This design comes from an exercise in tuning for small area on the open sky130 flow, not from production work.
Power figures rest on the tool's default switching activity, not on a simulated workload.

Design wmr928_fsc, start of the top module:
module wmr928_fsc (
    input  wire         clk,
    input  wire         rst,           
    input  wire         in_valid,
    input  wire [7:0]   in_data,
    input  wire [1:0]   in_fail,       
    output wire         in_ready,
    output wire [2:0]   o_state,
    output wire [1:0]   o_err,
    output wire [7:0]   o_dev,
    output wire [3:0]   o_len,
    output wire [3:0]   o_cnt,
    output wire [7:0]   o_acc,
    output wire [103:0] o_fb,          
    output wire         o_sync,
    output wire         o_frame_ok,
    output wire         o_cksum_fail,
    output wire         o_nop,
    output wire         o_unk_skip,
    output wire         o_fatal,
    output wire         o_low_batt,
    output wire [10:0]  o_wind_dir,
    output wire [14:0]  o_wind_gust_c,
    output wire         o_rain_rate_over,
    output wire         o_rain_total_over,
    output wire         o_rain_yest_over,
    output wire [7:0]   o_minute,
    input  wire [7:0]   bcd_in,
    output wire [7:0]   bcd_out
);
Size: ~410 cells after synthesis, roughly 130 flip-flops, about 6400 sq um of cells after synthesis.
Settings: LEC_CHECK=0, CAP_MARGIN=20, CORE_MARGIN=2, CORE_UTILIZATION=40, SLEW_MARGIN=20, SYNTH_HIERARCHICAL=1; clock period 7.0 ns.
standard.sh (not shown) runs the stock make flow with config.mk's settings and CLKGATE_MAP_FILE= SYNTH_SCRIPT=/design/flow/synth_recipe.tcl, a recipe that flattens the netlist after the stock synthesis.
==> flow/flow/run.sh <==
#!/bin/bash
# Standard ORFS layout with the smallest buffer cell on the ports and a
# clock tree of clkbuf_4 cells without dummy loads.
set -euo pipefail
bash standard.sh "BUFFER_PORTS_ARGS=-buffer_cell sky130_fd_sc_hd__buf_1" \
  "CTS_ARGS=-repair_clock_nets -dont_use_dummy_load -buf_list sky130_fd_sc_hd__clkbuf_4" \
  "RECOVER_POWER=100" \
  finish > standard.log 2>&1
Next try:
--- a/flow/design.v
+++ b/flow/design.v
@@ -66,13 +66,13 @@
     wire in_code    = (st == ST_CODE);
     wire in_data_st = (st == ST_DATA);
     wire tb_code    = take_byte && in_code;
     wire tb_data    = take_byte && in_data_st;
     wire       nrst  = !rst;
     wire [7:0] din   = in_data & {8{nrst}};
-    wire [7:0] acc_g = acc & {8{in_data_st & nrst}};
+    wire [7:0] acc_g = acc & {8{st[0] & nrst}};
     wire [7:0] acc_sum;
     wire       cks_eq = (acc == in_data);
     wire code_take = tb_code && code_ok;
     wire acc_en    = code_take || (tb_data && !last_byte);
     always @(posedge clk) begin
         if (rst || tb_code)
@@ -174,13 +174,13 @@
     assign o_minute[1] = mi_1;
     assign o_minute[2] = mi_3;
     assign o_minute[3] = mi_7;
     assign o_minute[4] = mi_9;
     assign o_minute[5] = mi_11;
     assign o_minute[6] = mi_12;
-    assign o_minute[7] = dev[7];
+    assign o_minute[7] = 1'b0;
     wire wd_1, wd_2, wd_3, wd_4, wd_5, wd_6, wd_7, wd_8, wd_9, wd_10, wd_11, wd_12, wd_13, wd_14, wd_15, wd_16, wd_17, wd_18, wd_19, wd_20, wd_21, wd_22, wd_23, wd_24, wd_25, wd_26, wd_27, wd_28, wd_29, wd_30, wd_31, wd_32, wd_33, wd_34, wd_35, wd_36, wd_37, wd_38, wd_39, wd_40;
     ha_cell wd_u2 (.a(fb1[1]), .b(fb1[4]), .s(wd_1), .k(wd_2));
     fa_cell wd_u4 (.a(fb1[2]), .b(fb1[5]), .c(fb2[0]), .s(wd_3), .k(wd_4));
     ha_cell wd_u6 (.a(wd_2), .b(wd_3), .s(wd_5), .k(wd_6));
     fa_cell wd_u8 (.a(fb1[3]), .b(fb1[4]), .c(fb1[6]), .s(wd_7), .k(wd_8));
     fa_cell wd_u10 (.a(fb2[1]), .b(wd_4), .c(wd_7), .s(wd_9), .k(wd_10));
=> The changed run ran to the end with violations: max-capacitance violations, max-slew violations. Routed wire length increases by a few percent. Synthesized area rises slightly. Flip-flop and latch count is unchanged. Via count went up slightly. Power goes down slightly. Core utilization hardly moves.
No run of this note included a check of the RTL's function; only the layout flow was run.

---

wmr928_fsc, a different RTL version from the one above (not shown whole).
Size in the first run: ~410 cells after synthesis, about 130 flip-flops, ~210 I/O pins, roughly 6400 um^2 of cells after synthesis.
export LEC_CHECK = 0
export CAP_MARGIN = 20
export CORE_MARGIN = 2
export CORE_UTILIZATION = 40
export SLEW_MARGIN = 20
export SYNTH_HIERARCHICAL = 1
create_clock -name core_clock -period 7.0 [get_ports {clk}]
Scripts as last shown in full above: flow/flow/run.sh
The first run produced a clean layout.
==> next run, changes <==
--- a/flow/design.v
+++ b/flow/design.v
@@ -27,25 +27,25 @@
     output wire [7:0]   o_minute,
     input  wire [7:0]   bcd_in,
     output wire [7:0]   bcd_out
 );
     localparam [1:0] ST_HUNT  = 2'd0;
     localparam [1:0] ST_MARK1 = 2'd1;
     localparam [1:0] ST_CODE  = 2'd2;
     localparam [1:0] ST_DATA  = 2'd3;
-    reg       hlt;
-    reg [1:0] st;        
+    reg [1:0] st;
+    reg [1:0] err;
     reg [7:0] dev;
     reg [3:1] len;
     reg [3:0] cnt;
     reg [7:0] acc;
     reg [7:0] fb [0:12];
-    wire halted = hlt;
-    assign in_ready = !rst && !hlt;
+    wire halted = err[1] | err[0];
+    assign in_ready = !rst && !halted;
     wire is_fail   = in_fail[1] | in_fail[0];
     wire take_fail = !halted && is_fail;
     wire take_byte = !halted && !is_fail && in_valid;
     wire       hi_zero  = (in_data[7:4] == 4'd0);
     wire [3:0] c        = in_data[3:0];
     wire       code_ok  = hi_zero && (c[3] ? (c[2] & c[1]) : !(c[2] & c[1] & c[0]));
     reg  [3:1] code_len;             
     always @(*) begin
@@ -84,58 +84,65 @@
         if (rst || tb_data)
             cnt <= (rst || last_byte) ? 4'd0 : cnt + 4'd1;
     end
     reg  [1:0] strobe;
     wire       fend = tb_data && last_byte;
     wire       ff   = (in_data == 8'hFF);
     always @(posedge clk) begin
         if (rst) begin
-            hlt    <= 1'b0;
             st     <= ST_HUNT;
+            err    <= 2'd0;
             strobe <= 2'b00;
         end else begin
             strobe[1] <= fend;
             strobe[0] <= fend ? cks_eq
                               : take_byte && (((st == ST_MARK1) && ff) || (code_take && code_nop));
             if (take_fail) begin
-                hlt <= 1'b1;
-                st  <= {1'b1, in_fail[1]};       
+                st  <= ST_HUNT;
+                err <= {1'b1, in_fail[1]};
             end else if (take_byte) begin
                 case (st)
                     ST_HUNT:  if (ff) st <= ST_MARK1;
                     ST_MARK1: st <= ff ? ST_CODE : ST_HUNT;
                     ST_CODE: begin
                         if (!code_ok) begin
-                            hlt <= 1'b1;
-                            st  <= 2'd1;         
+                            st  <= ST_HUNT;
+                            err <= 2'd1;
                         end else begin
                             st  <= code_nop ? ST_HUNT : ST_DATA;
                         end
                     end
                     ST_DATA:  if (last_byte) st <= ST_HUNT;
                 endcase
             end
         end
     end
     assign o_frame_ok   = strobe[1] & strobe[0];
     assign o_cksum_fail = strobe[1] & !strobe[0];
     assign o_sync       = !strobe[1] & strobe[0] & st[1];
     assign o_nop        = !strobe[1] & strobe[0] & !st[1];
-    always @(posedge clk) begin
-        if (!rst && tb_data)
-            fb[cnt] <= in_data;
-    end
-    assign o_state    = {hlt, st & {2{!hlt}}};
-    assign o_err      = st & {2{hlt}};
+    wire fb_we = !rst && tb_data;
+    genvar wi;
+    generate
+        for (wi = 0; wi < 13; wi = wi + 1) begin : g_fbw
+            wire sel = (wi == 12) ? (cnt[3] & cnt[2]) : (cnt == wi);
+            always @(posedge clk) begin
+                if (fb_we && sel)
+                    fb[wi] <= in_data;
+            end
+        end
+    endgenerate
+    assign o_state    = {halted, st};
+    assign o_err      = err;
     assign o_dev      = dev;
     assign o_len      = {len, len[3] & (len[2] | len[1])};
     assign o_cnt      = cnt;
     assign o_acc      = acc;
-    assign o_fatal    = hlt;
+    assign o_fatal    = halted;
     assign o_unk_skip = 1'b0;     
     genvar gi;
     generate
         for (gi = 0; gi < 13; gi = gi + 1) begin : g_fb
             assign o_fb[8*gi +: 8] = fb[gi];
         end
     endgenerate
     wire [7:0] fb0 = fb[0];
Sequential power hardly moves.
Clock power stays flat.
Worst setup slack gains 34 ps.
Sequential share of layout area is about the same.
Total power falls by about 1.2%.
Wire length rises by 1.7%.
Cell count stays flat.
Via count rises by about 2.1%.
Utilization rises by 0.25 points.
Global-route usage rises by 0.12 points.
Die area rises by about 0.34%.
Function was not checked in any run of this note: the RTL went through the layout flow alone.

==> what the ideal ports hide <==
The flow's constraints put no driver on any port. The routed layouts listed below were extracted and timed again, unchanged, in two steps. Step 1 sets driving cells, clkbuf_16 on the clock port and buf_2 on the other inputs (assumed; they add their load-dependent delay and slew). Step 2 also shifts input and output timing later by t, the mid clock arrival at the registers, as if the neighbouring blocks saw the same clock. Slacks: ideal / step 1 / step 2; pairs: ideal / step 1.
run	t, ns	setup WS [ns]	worst data-port slew with drivers (ns)	pins driven straight from the clock port
the first run of note 1	0.534	0.947 / 0.913 / 1.377	0.06	1
the second run of note 1	0.531	0.938 / 0.906 / 1.308	0.06	1
the first run of note 2	0.552	0.954 / 0.921 / 1.193	0.06	1
the second run of note 2	0.509	0.988 / 0.956 / 0.950	0.06	1
The setup slack of the second run of note 2, which loses most, moves by -0.032 ns with the drivers and by -0.038 ns with both steps.
